Context: an optimization exercise on an open-source flow, tuned for small area, a short achievable clock period and few clock cycles. The choices shown serve that exercise and are no tape-out recipe.

==> build 33: inputs <==
==> flow/design.v (excerpt) <==
module crc16mb (
    input  wire        clk,
    input  wire        rst,         
    input  wire        swap_en,     
    input  wire        zp_guard,    
    input  wire        cmd_valid,
    output wire        cmd_ready,
    input  wire [11:0] cmd,
    output reg         rsp_valid,
    output reg  [3:0]  rsp_st,
    output reg  [31:0] rsp_dout
);
Settings: LEC_CHECK=0, CAP_MARGIN=20, CORE_MARGIN=2, CORE_UTILIZATION=60, PLACE_DENSITY=0.7, SLEW_MARGIN=20; clock period 13.0 ns.
run.sh (not shown) runs the stock make flow with config.mk's settings and CLKGATE_MAP_FILE= SYNTH_SCRIPT=/design/flow/synth_recipe.tcl, a recipe that flattens the netlist after the stock synthesis.
==> build 29 (differences from build 33) <==
--- a/flow/design.v
+++ b/flow/design.v
@@ -47,31 +47,33 @@
     reg        crcok, rvalid, ovf, divz;
     reg [15:0] rcrc;               
     reg [7:0]  lb1, lb0;           
     reg [15:0] f_v, f_f, f_pf, f_al;
     reg [31:0] f_i, f_p, f_e;      
     reg        swq, zpq;
+    reg        rst_q;              
     reg        vq;                 
     reg [11:0] cq;
     reg        ready_r;
     reg [1:0]  sph;                
     reg        dec_pend;           
     assign cmd_ready = ready_r;
     wire [3:0] op  = cq[11:8];
     wire [7:0] arg = cq[7:0];
-    reg illegal;
-    always @(*) begin
-        case (op)
+    function illegal_word(input [11:0] w);
+        case (w[11:8])
             OP_CRC_INIT, OP_CRC_FIN, OP_FRM_CLR,
-            OP_FRM_SFX, OP_FRM_VAL, OP_FRM_DEC: illegal = (arg != 8'd0);
-            OP_CRC_UPD, OP_TBL, OP_FRM_PUSH:    illegal = 1'b0;
-            OP_QRY:                             illegal = (arg > 8'd7);
-            OP_RD:                              illegal = (arg > 8'd10);
-            default:                            illegal = 1'b1;
+            OP_FRM_SFX, OP_FRM_VAL, OP_FRM_DEC: illegal_word = (w[7:0] != 8'd0);
+            OP_CRC_UPD, OP_TBL, OP_FRM_PUSH:    illegal_word = 1'b0;
+            OP_QRY:                             illegal_word = (w[7:0] > 8'd7);
+            OP_RD:                              illegal_word = (w[7:0] > 8'd10);
+            default:                            illegal_word = 1'b1;
         endcase
-    end
+    endfunction
+    reg  xq;                       
+    wire illegal = !xq;
     reg  [3:0]         gk;         
     reg  [3:0]         gdi, gdp;   
     reg  [19:0]        gm;         
     reg  [3:0]         gdp2;       
     reg                gfirst, gfirst2;
     reg  [21:0]        ga1, ga2;
@@ -125,13 +127,13 @@
     wire [21:0] a1c = (a1x & a1y) | (a1x & a1z) | (a1y & a1z);
     wire [21:0] a2s = a2x ^ a2y ^ a2z;
     wire [21:0] a2c = (a2x & a2y) | (a2x & a2z) | (a2y & a2z);
     wire        gate_ok = !ga1[21] && !ga2[21];
     wire        p_zero  = (f_p == 32'd0);
     always @(posedge clk) begin
-        if (rst || len < 9'd13)
+        if (rst_q || len < 9'd13)
             gk <= 4'd0;
         else if (!gdone)
             gk <= gk + 4'd1;
         gfirst  <= (gk == 4'd0);
         gfirst2 <= gfirst;
         if (gk[3]) begin
@@ -147,13 +149,13 @@
         ga2  <= a2s + {a2c[20:0], 1'b1};
     end
     wire [15:0] upd_val;                    
     crc16_step u_upd (.c(op == OP_TBL ? 16'h0000 : crc), .b(arg), .r(upd_val));
     wire [15:0] buf_step;                   
     crc16_step u_buf (.c(rcrc), .b(lb1), .r(buf_step));
-    wire exec_op  = vq && !illegal;
+    wire exec_op  = xq;
     wire is_push  = exec_op && op == OP_FRM_PUSH;
     wire is_sfx   = exec_op && op == OP_FRM_SFX;
     wire is_dec   = exec_op && op == OP_FRM_DEC;
     wire len_full = len[8];                 
     wire len_ge2  = len[8:1] != 8'd0;
     wire sfx_ok   = !ovf && !(len[8] || len[7:0] == 8'hFF);    
@@ -252,13 +254,13 @@
                          ({32{o_qry}}   & {24'd0, qry_byte}) |
                          ({32{sel_flg}} & {28'd0, divz, ovf, rvalid, crcok}) |
                          ({32{sel_fld}} & fld_val);
     reg [3:0] st_d;
     always @(*) begin
         st_d = ST_OK;
-        if (vq && illegal)
+        if (vq && !xq)
             st_d = ST_ILLEGAL;
         else if ((is_push && len_full) || (is_sfx && !sfx_ok) || (o_val && ovf))
             st_d = ST_OVF;
         else if (o_val && !len_ge2)
             st_d = ST_SHORT;
         else if (o_val && !val_eq)
@@ -274,87 +276,93 @@
                 st_d = ST_BADVAL;
         end
     end
     wire        accept  = cmd_valid && ready_r;
     wire [3:0]  cmd_op  = cmd[11:8];
     always @(posedge clk) begin
-        swq      <= swap_en;
-        zpq      <= zp_guard;
-        cq       <= cmd;
-        rsp_st   <= st_d;
-        rsp_dout <= dout_d;
         if (rst) begin
             vq        <= 1'b0;
+            xq        <= 1'b0;
             ready_r   <= 1'b1;
             sph       <= 2'd0;
             dec_pend  <= 1'b0;
-            crc       <= 16'hFFFF;
-            crcout    <= 16'hFFFF;
-            len       <= 9'd0;
-            rcrc      <= 16'hFFFF;
-            crcok     <= 1'b0;
-            rvalid    <= 1'b0;
-            ovf       <= 1'b0;
-            divz      <= 1'b0;
             rsp_valid <= 1'b0;
         end else begin
             vq <= accept;
+            xq <= accept && !illegal_word(cmd);
             ready_r <= !((accept && cmd_op == OP_FRM_SFX) ||
                          (accept && cmd_op == OP_FRM_DEC && !gdone) ||
                          sfx_go || sph1 ||
                          dec_new_wait || (dec_pend && !gdone));
             rsp_valid <= (vq && !sfx_go && !dec_new_wait) || sph3 || (dec_pend && gdone);
-            crc    <= crc_d;
-            crcout <= crcout_d;
-            len    <= len_d;
-            if (sfx_go) begin
-                if (len_ge2)
-                    rcrc <= buf_step;
-                lb1 <= lb0;
+            if (sfx_go)
                 sph <= 2'd1;
-            end
-            if (sph1) begin
-                rcrc <= sfx_c;
-                lb1  <= sfx_c[7:0];
-                lb0  <= sfx_c[15:8];
-                sph  <= 2'd2;
-            end
-            if (sph == 2'd2)                
-                sph <= 2'd3;
-            if (sph3)                       
-                sph <= 2'd0;
-            if (o_clr) begin
-                rcrc   <= 16'hFFFF;
-                crcok  <= 1'b0;
-                rvalid <= 1'b0;
-                ovf    <= 1'b0;
-            end
-            if (is_push) begin
-                crcok  <= 1'b0;
-                rvalid <= 1'b0;
-                if (len_full) begin
-                    ovf <= 1'b1;
-                end else begin
-                    if (len_ge2)
-                        rcrc <= buf_step;
-                    lb1 <= lb0;
-                    lb0 <= arg;
-                end
-            end
-            if (is_sfx) begin
-                crcok  <= 1'b0;
-                rvalid <= 1'b0;
-                if (!sfx_ok)
-                    ovf <= 1'b1;
-            end
-            if (o_val)
-                crcok <= val_go && val_eq;
-            if (dec_exec) begin
+            else if (sph != 2'd0)
+                sph <= sph + 2'd1;
+            if (dec_exec)
                 dec_pend <= 1'b0;
-                divz     <= crcok && len >= 9'd25 && p_zero && !zpq;
-                rvalid   <= crcok && len >= 9'd25 && (p_zero ? zpq : gate_ok);
-            end else if (dec_new_wait) begin
+            else if (dec_new_wait)
                 dec_pend <= 1'b1;
+        end
+    end
+    always @(posedge clk) begin
+        rst_q    <= rst;
+        swq      <= swap_en;
+        zpq      <= zp_guard;
+        cq       <= cmd;
+        rsp_st   <= st_d;
+        rsp_dout <= dout_d;
+        crc    <= crc_d;
+        crcout <= crcout_d;
+        len    <= len_d;
+        if (sfx_go) begin
+            if (len_ge2)
+                rcrc <= buf_step;
+            lb1 <= lb0;
+        end
+        if (sph1) begin
+            rcrc <= sfx_c;
+            lb1  <= sfx_c[7:0];
+            lb0  <= sfx_c[15:8];
+        end
+        if (o_clr) begin
+            rcrc   <= 16'hFFFF;
+            crcok  <= 1'b0;
+            rvalid <= 1'b0;
+            ovf    <= 1'b0;
+        end
+        if (is_push) begin
+            crcok  <= 1'b0;
+            rvalid <= 1'b0;
+            if (len_full) begin
+                ovf <= 1'b1;
+            end else begin
+                if (len_ge2)
+                    rcrc <= buf_step;
+                lb1 <= lb0;
+                lb0 <= arg;
             end
         end
+        if (is_sfx) begin
+            crcok  <= 1'b0;
+            rvalid <= 1'b0;
+            if (!sfx_ok)
+                ovf <= 1'b1;
+        end
+        if (o_val)
+            crcok <= val_go && val_eq;
+        if (dec_exec) begin
+            divz   <= crcok && len >= 9'd25 && p_zero && !zpq;
+            rvalid <= crcok && len >= 9'd25 && (p_zero ? zpq : gate_ok);
+        end
+        if (rst_q) begin
+            crc    <= 16'hFFFF;
+            crcout <= 16'hFFFF;
+            len    <= 9'd0;
+            rcrc   <= 16'hFFFF;
+            crcok  <= 1'b0;
+            rvalid <= 1'b0;
+            ovf    <= 1'b0;
+            divz   <= 1'b0;
+        end
     end
 endmodule
==> flow/flow/run.sh (new file) <==
#!/bin/bash
# Layout flow: the standard flow, except that the slow delay cells
# (clkdlybuf4s*, dlygate*, dlymetal*) are kept out of every step after
# synthesis, so port buffers and repair buffers are ordinary buffers.
# Synthesis is the standard one, run unchanged. Each step's full output
# goes to a log file of its own in this folder.
set -euo pipefail
bash standard.sh synth > synth.log 2>&1
DU=$(make -s -C "$FLOW_HOME" DESIGN_CONFIG="$PWD/config.mk" WORK_HOME="$PWD/orfs" print-DONT_USE_CELLS 2>/dev/null | sed -n 's/^DONT_USE_CELLS: //p')
for c in clkdlybuf4s15_1 clkdlybuf4s15_2 clkdlybuf4s18_1 clkdlybuf4s18_2 clkdlybuf4s25_1 \
         clkdlybuf4s25_2 clkdlybuf4s50_1 clkdlybuf4s50_2 dlygate4sd1_1 dlygate4sd2_1 \
         dlygate4sd3_1 dlymetal6s2s_1 dlymetal6s4s_1 dlymetal6s6s_1; do
  DU="$DU sky130_fd_sc_hd__$c"
done
bash standard.sh "DONT_USE_CELLS=$DU" floorplan > floorplan.log 2>&1
bash standard.sh "DONT_USE_CELLS=$DU" place > place.log 2>&1
bash standard.sh "DONT_USE_CELLS=$DU" cts > cts.log 2>&1
bash standard.sh "DONT_USE_CELLS=$DU" route > route.log 2>&1
bash standard.sh "DONT_USE_CELLS=$DU" finish > finish.log 2>&1
==> flow/standard.sh (new file) <==
#!/bin/bash
# synth_recipe.tcl (not shown) runs the flow's synth.tcl, then flattens the netlist and writes it again
# the make line also repeats each setting of config.mk as NAME=value (left out here)
make -C /OpenROAD-flow-scripts/flow DESIGN_CONFIG=/design/flow/config.mk WORK_HOME=/design/flow/orfs CLKGATE_MAP_FILE= SYNTH_SCRIPT=/design/flow/synth_recipe.tcl "${@:-finish}"
removed: flow/run.sh
==> impl_metrics.env <==
export IMPL_place_inst=2336
export IMPL_viasPerCell=6.357
export IMPL_min_period_ns=4.251
export IMPL_drt_wl_total_um=56200
export IMPL_grt_first_pass_wirelength_um=87630
export IMPL_gr_usage_all_layers_pct=32.28
export IMPL_synth_common_cells="dfxtp_1 (190), nor2_1 (190), edfxtp_1 (176)"
export IMPL_cp_arrival_ns=4.67
export IMPL_status="no timing/DRC/antenna violations"
export IMPL_start_util_pct=61.15
export IMPL_grt_use_met3_pct=6.545
export IMPL_clkTransAtPathRegs_ns=0.07
export IMPL_clock_skew_ns=0.02381
[end of results for build 33]
==> impl_metrics.env <==
export IMPL_clkTransAtPathRegs_ns=0.06
export IMPL_grt_first_pass_wirelength_um=81940
export IMPL_status="no timing/DRC/antenna violations"
export IMPL_start_util_pct=60.78
export IMPL_grt_use_met3_pct=9.084
export IMPL_cp_arrival_ns=4.61
export IMPL_drt_wl_total_um=53550
export IMPL_gr_usage_all_layers_pct=31.72
export IMPL_viasPerCell=6.158
export IMPL_clock_skew_ns=0.02901
export IMPL_min_period_ns=4.168
export IMPL_place_inst=2334
export IMPL_synth_common_cells="dfxtp_1 (208), nor2_1 (191), edfxtp_1 (160)"
[end of results for build 29]
Function was not checked in any run of this note: the RTL went through the layout flow alone.

==> afterwards: timing with drivers on the ports <==
How much do the figures lean on ideal ports? The routed layouts below were timed once more, with nothing changed but the port constraints. Step 1: set_driving_cell puts a clkbuf_16 on clk and a buf_2 on each other input, an assumption about the parent block. Step 2 times the ports against the registers' clock, not the clock port: input delays grow and output delays shrink by t, the midpoint of the rising clock arrivals with the driver on. a / b / c = no drivers / after step 1 / after step 2; a / b = the first two.
run | t, ns | setup slack, ns | worst slew at a driven data input, ns | pins driven straight from the clock port
build 33 | 0.603 | 8.749 / 8.749 / 8.665 | 0.04 | 1
build 29 | 0.631 | 8.832 / 8.832 / 8.832 | 0.04 | 1
After both steps setup and hold are still met in every run listed. The setup slack of build 33, which loses most, moves by 0.000 ns with the drivers and by -0.084 ns with both steps.
